What follows belongs to an exercise in optimizing a design on an open flow for small area, a short achievable clock period and few clock cycles; a production flow would make more cautious choices.
The RTL was checked by simulation tests, not by an equivalence proof against the original design.
No activity file was given, so power comes from the tool's default toggle rates.

==> v30 <==
// fcb
module fcb (
    input  wire        clk,
    input  wire        rst,
    input  wire        h_en,
    input  wire        h_we,
    input  wire [1:0]  h_size,
    input  wire [15:0] h_addr,
    input  wire [31:0] h_wdata,
    output reg  [31:0] h_rdata,
    output reg         phy_rd,
    output wire [15:0] phy_rd_n,
    input  wire        phy_dv,
    input  wire [7:0]  phy_data,
    input  wire        phy_end,
    input  wire        phy_err,
    output reg         phy_flush,
    input  wire [31:0] time_ms
);
export LEC_CHECK = 0
export CAP_MARGIN = 20
export CORE_MARGIN = 2
export CORE_UTILIZATION = 35
export PLACE_DENSITY = 0.55
export SLEW_MARGIN = 20
create_clock -name core_clock -period 12.0 [get_ports {clk}]
standard.sh (not shown) runs the stock make flow with config.mk's settings and CLKGATE_MAP_FILE= SYNTH_SCRIPT=/design/flow/synth_recipe.tcl, a recipe that flattens the netlist after the stock synthesis.
==> flow/flow/run.sh <==
#!/bin/bash
# The standard layout, with timing repair asked for extra setup slack
# after placement (the clock period and the constraints are the design's).
# Synthesis is the standard synthesis, unchanged. Each step's output goes
# to a log file of its own here; ORFS's own per-step logs are under orfs/logs/.
set -euo pipefail
bash standard.sh synth > synth.log 2>&1
bash standard.sh SETUP_SLACK_MARGIN=5 place > place.log 2>&1
bash standard.sh SETUP_SLACK_MARGIN=7.5 finish > finish.log 2>&1
==> v2 (differences from v30) <==
--- a/flow/design.v
+++ b/flow/design.v
@@ -453,15 +453,15 @@
                 case (ph0)
                     PH_BODY: rxlen_r <= 6'd1;
                     PH_ACK:  nak_r   <= 1'b0;
                     default: rxlen_r <= 6'd0;
                 endcase
             end
-            if (rd_d)
+            if (busy_r && rd_d)
                 tq <= t_sub[31:0];
-            else if (rd_d2)
+            else if (busy_r && rd_d2)
                 tq <= dpos ? t_add[31:0] : 32'd0;
             if (waiting) begin
                 if (phy_dv) begin
                     case (phase_r)
                     PH_SEEK: if (phy_data == start_g) begin
                         seek_hit <= 1'b1;
CAP_MARGIN = 40   (was 20)
SLEW_MARGIN = 40   (was 20)
==> v21 (differences from v30) <==
--- a/flow/design.v
+++ b/flow/design.v
@@ -453,15 +453,15 @@
                 case (ph0)
                     PH_BODY: rxlen_r <= 6'd1;
                     PH_ACK:  nak_r   <= 1'b0;
                     default: rxlen_r <= 6'd0;
                 endcase
             end
-            if (rd_d)
+            if (busy_r && rd_d)
                 tq <= t_sub[31:0];
-            else if (rd_d2)
+            else if (busy_r && rd_d2)
                 tq <= dpos ? t_add[31:0] : 32'd0;
             if (waiting) begin
                 if (phy_dv) begin
                     case (phase_r)
                     PH_SEEK: if (phy_data == start_g) begin
                         seek_hit <= 1'b1;
==> flow/flow/run.sh (replaced) <==
#!/bin/bash
# The standard layout, with timing repair asked for extra setup slack
# after placement (the clock period and the constraints are the design's).
# Synthesis is the standard synthesis, unchanged. Each step's output goes
# to a log file of its own here; ORFS's own per-step logs are under orfs/logs/.
set -euo pipefail
bash standard.sh synth > synth.log 2>&1
bash standard.sh SETUP_SLACK_MARGIN=5 place > place.log 2>&1
bash standard.sh SETUP_SLACK_MARGIN=7.2 finish > finish.log 2>&1
CAP_MARGIN = 40   (was 20)
CORE_UTILIZATION = 42   (was 35)
PLACE_DENSITY = 0.62   (was 0.55)
SLEW_MARGIN = 40   (was 20)
==> v1 (differences from v30) <==
--- a/flow/design.v
+++ b/flow/design.v
@@ -453,15 +453,15 @@
                 case (ph0)
                     PH_BODY: rxlen_r <= 6'd1;
                     PH_ACK:  nak_r   <= 1'b0;
                     default: rxlen_r <= 6'd0;
                 endcase
             end
-            if (rd_d)
+            if (busy_r && rd_d)
                 tq <= t_sub[31:0];
-            else if (rd_d2)
+            else if (busy_r && rd_d2)
                 tq <= dpos ? t_add[31:0] : 32'd0;
             if (waiting) begin
                 if (phy_dv) begin
                     case (phase_r)
                     PH_SEEK: if (phy_data == start_g) begin
                         seek_hit <= 1'b1;
==> flow/run.sh (new file) <==
#!/bin/bash
# synth_recipe.tcl (not shown) runs the flow's synth.tcl, then flattens the netlist and writes it again
# the make line also repeats each setting of config.mk as NAME=value (left out here)
make -C /OpenROAD-flow-scripts/flow DESIGN_CONFIG=/design/flow/config.mk WORK_HOME=/design/flow/orfs CLKGATE_MAP_FILE= SYNTH_SCRIPT=/design/flow/synth_recipe.tcl finish
CAP_MARGIN = 40   (was 20)
SETUP_SLACK_MARGIN = 5   (was default)
SLEW_MARGIN = 40   (was 20)
removed: flow/flow/run.sh
removed: flow/standard.sh
==> flow_summary.yaml <==
layout:
  post-route-util_pct: 41.3
outcome:
  status: "complete, no violations"
logic_synthesis:
  synth.mux.area_fraction_pct: 2.13
worst_setup_path:
  cp_max_fo: 82
global_route:
  grt_pass1_wl_microns: 599000
# the run above: v1

==> flow_summary.yaml <==
global_route:
  grt_pass1_wl_microns: 634000
  grt.met1_usage_pct: 48.0
outcome:
  status: "complete, no violations"
worst_setup_path:
  cp_max_fo: 5
layout:
  post-route-util_pct: 46.4
sta:
  fmaxAchievable_mhz: 208
pwr:
  power_leader: "registers"
# the run above: v2

==> flow_summary.yaml <==
layout:
  post-route-util_pct: 51.1
  largest_class: "sequential cells"
worst_setup_path:
  cp_max_fo: 29
  path_cells: "buf_12 -> buf_4 -> nand2_2 -> o41ai_4 -> buf_12 -> buf_16 -> a22oi_1 -> nand4_1 -> a22oi_1 -> nand2_1"
logic_synthesis:
  synth-simple-area-share_pct: 9.84
  synth.mux.area_fraction_pct: 2.13
outcome:
  status: "complete, no violations"
# the run above: v21

==> flow_summary.yaml <==
outcome:
  status: "failed layout checks"
  check.faults: "max-slew violations"
sta:
  maxSlewViolCount: 27
global_route:
  grt_pass1_wl_microns: 613000
logic_synthesis:
  synthesis.area_sq_mm: 0.0862
worst_setup_path:
  startpoint: "h_addr[4]"
clocking:
  htreeDepth: 4
# the run above: v30

Testbench counts of v30, summed over its fixed seeds: cycles 46,166.
Testbench counts of v2, summed over its fixed seeds: cycles 46,166.
Testbench counts of v21, summed over its fixed seeds: cycles 46,166.
Testbench counts of v1, summed over its fixed seeds: cycles 46,166.

## port drivers added, routing unchanged
The results above use ideal ports. As a check the final layouts listed here were re-extracted and re-timed, cells and wires unchanged.
Step 1 assumes that a clkbuf_16 drives the clock port and a buf_2 every other input.
Step 2 times the ports against the registers' clock, not the clock port: input delays grow and output delays shrink by t, the midpoint of the rising clock arrivals with the driver on.
Three values: ideal, step 1, step 2; two values: the first two.
| run | t (ns) | slack for setup (ns) | hold WS [ns] | worst setup path after step 2 | clock arrival spread, ns |
|---|---|---|---|---|---|
| v30 | 0.984 | 7.159 / 7.094 / 6.110 | 0.462 / 0.462 / 0.462 | input to register | 0.130 / 0.131 |
| v2 | 0.954 | 7.186 / 7.184 / 6.231 | 0.455 / 0.455 / 0.455 | input to register | 0.130 / 0.129 |
| v21 | 0.954 | 6.955 / 6.967 / 6.013 | 0.456 / 0.456 / 0.456 | input to register | 0.085 / 0.084 |
| v1 | 0.940 | 5.449 / 5.467 / 4.527 | 0.456 / 0.456 / 0.456 | input to register | 0.110 / 0.110 |
The setup slack of v30, which loses most, moves by -0.065 ns with the drivers and by -1.049 ns with both steps.
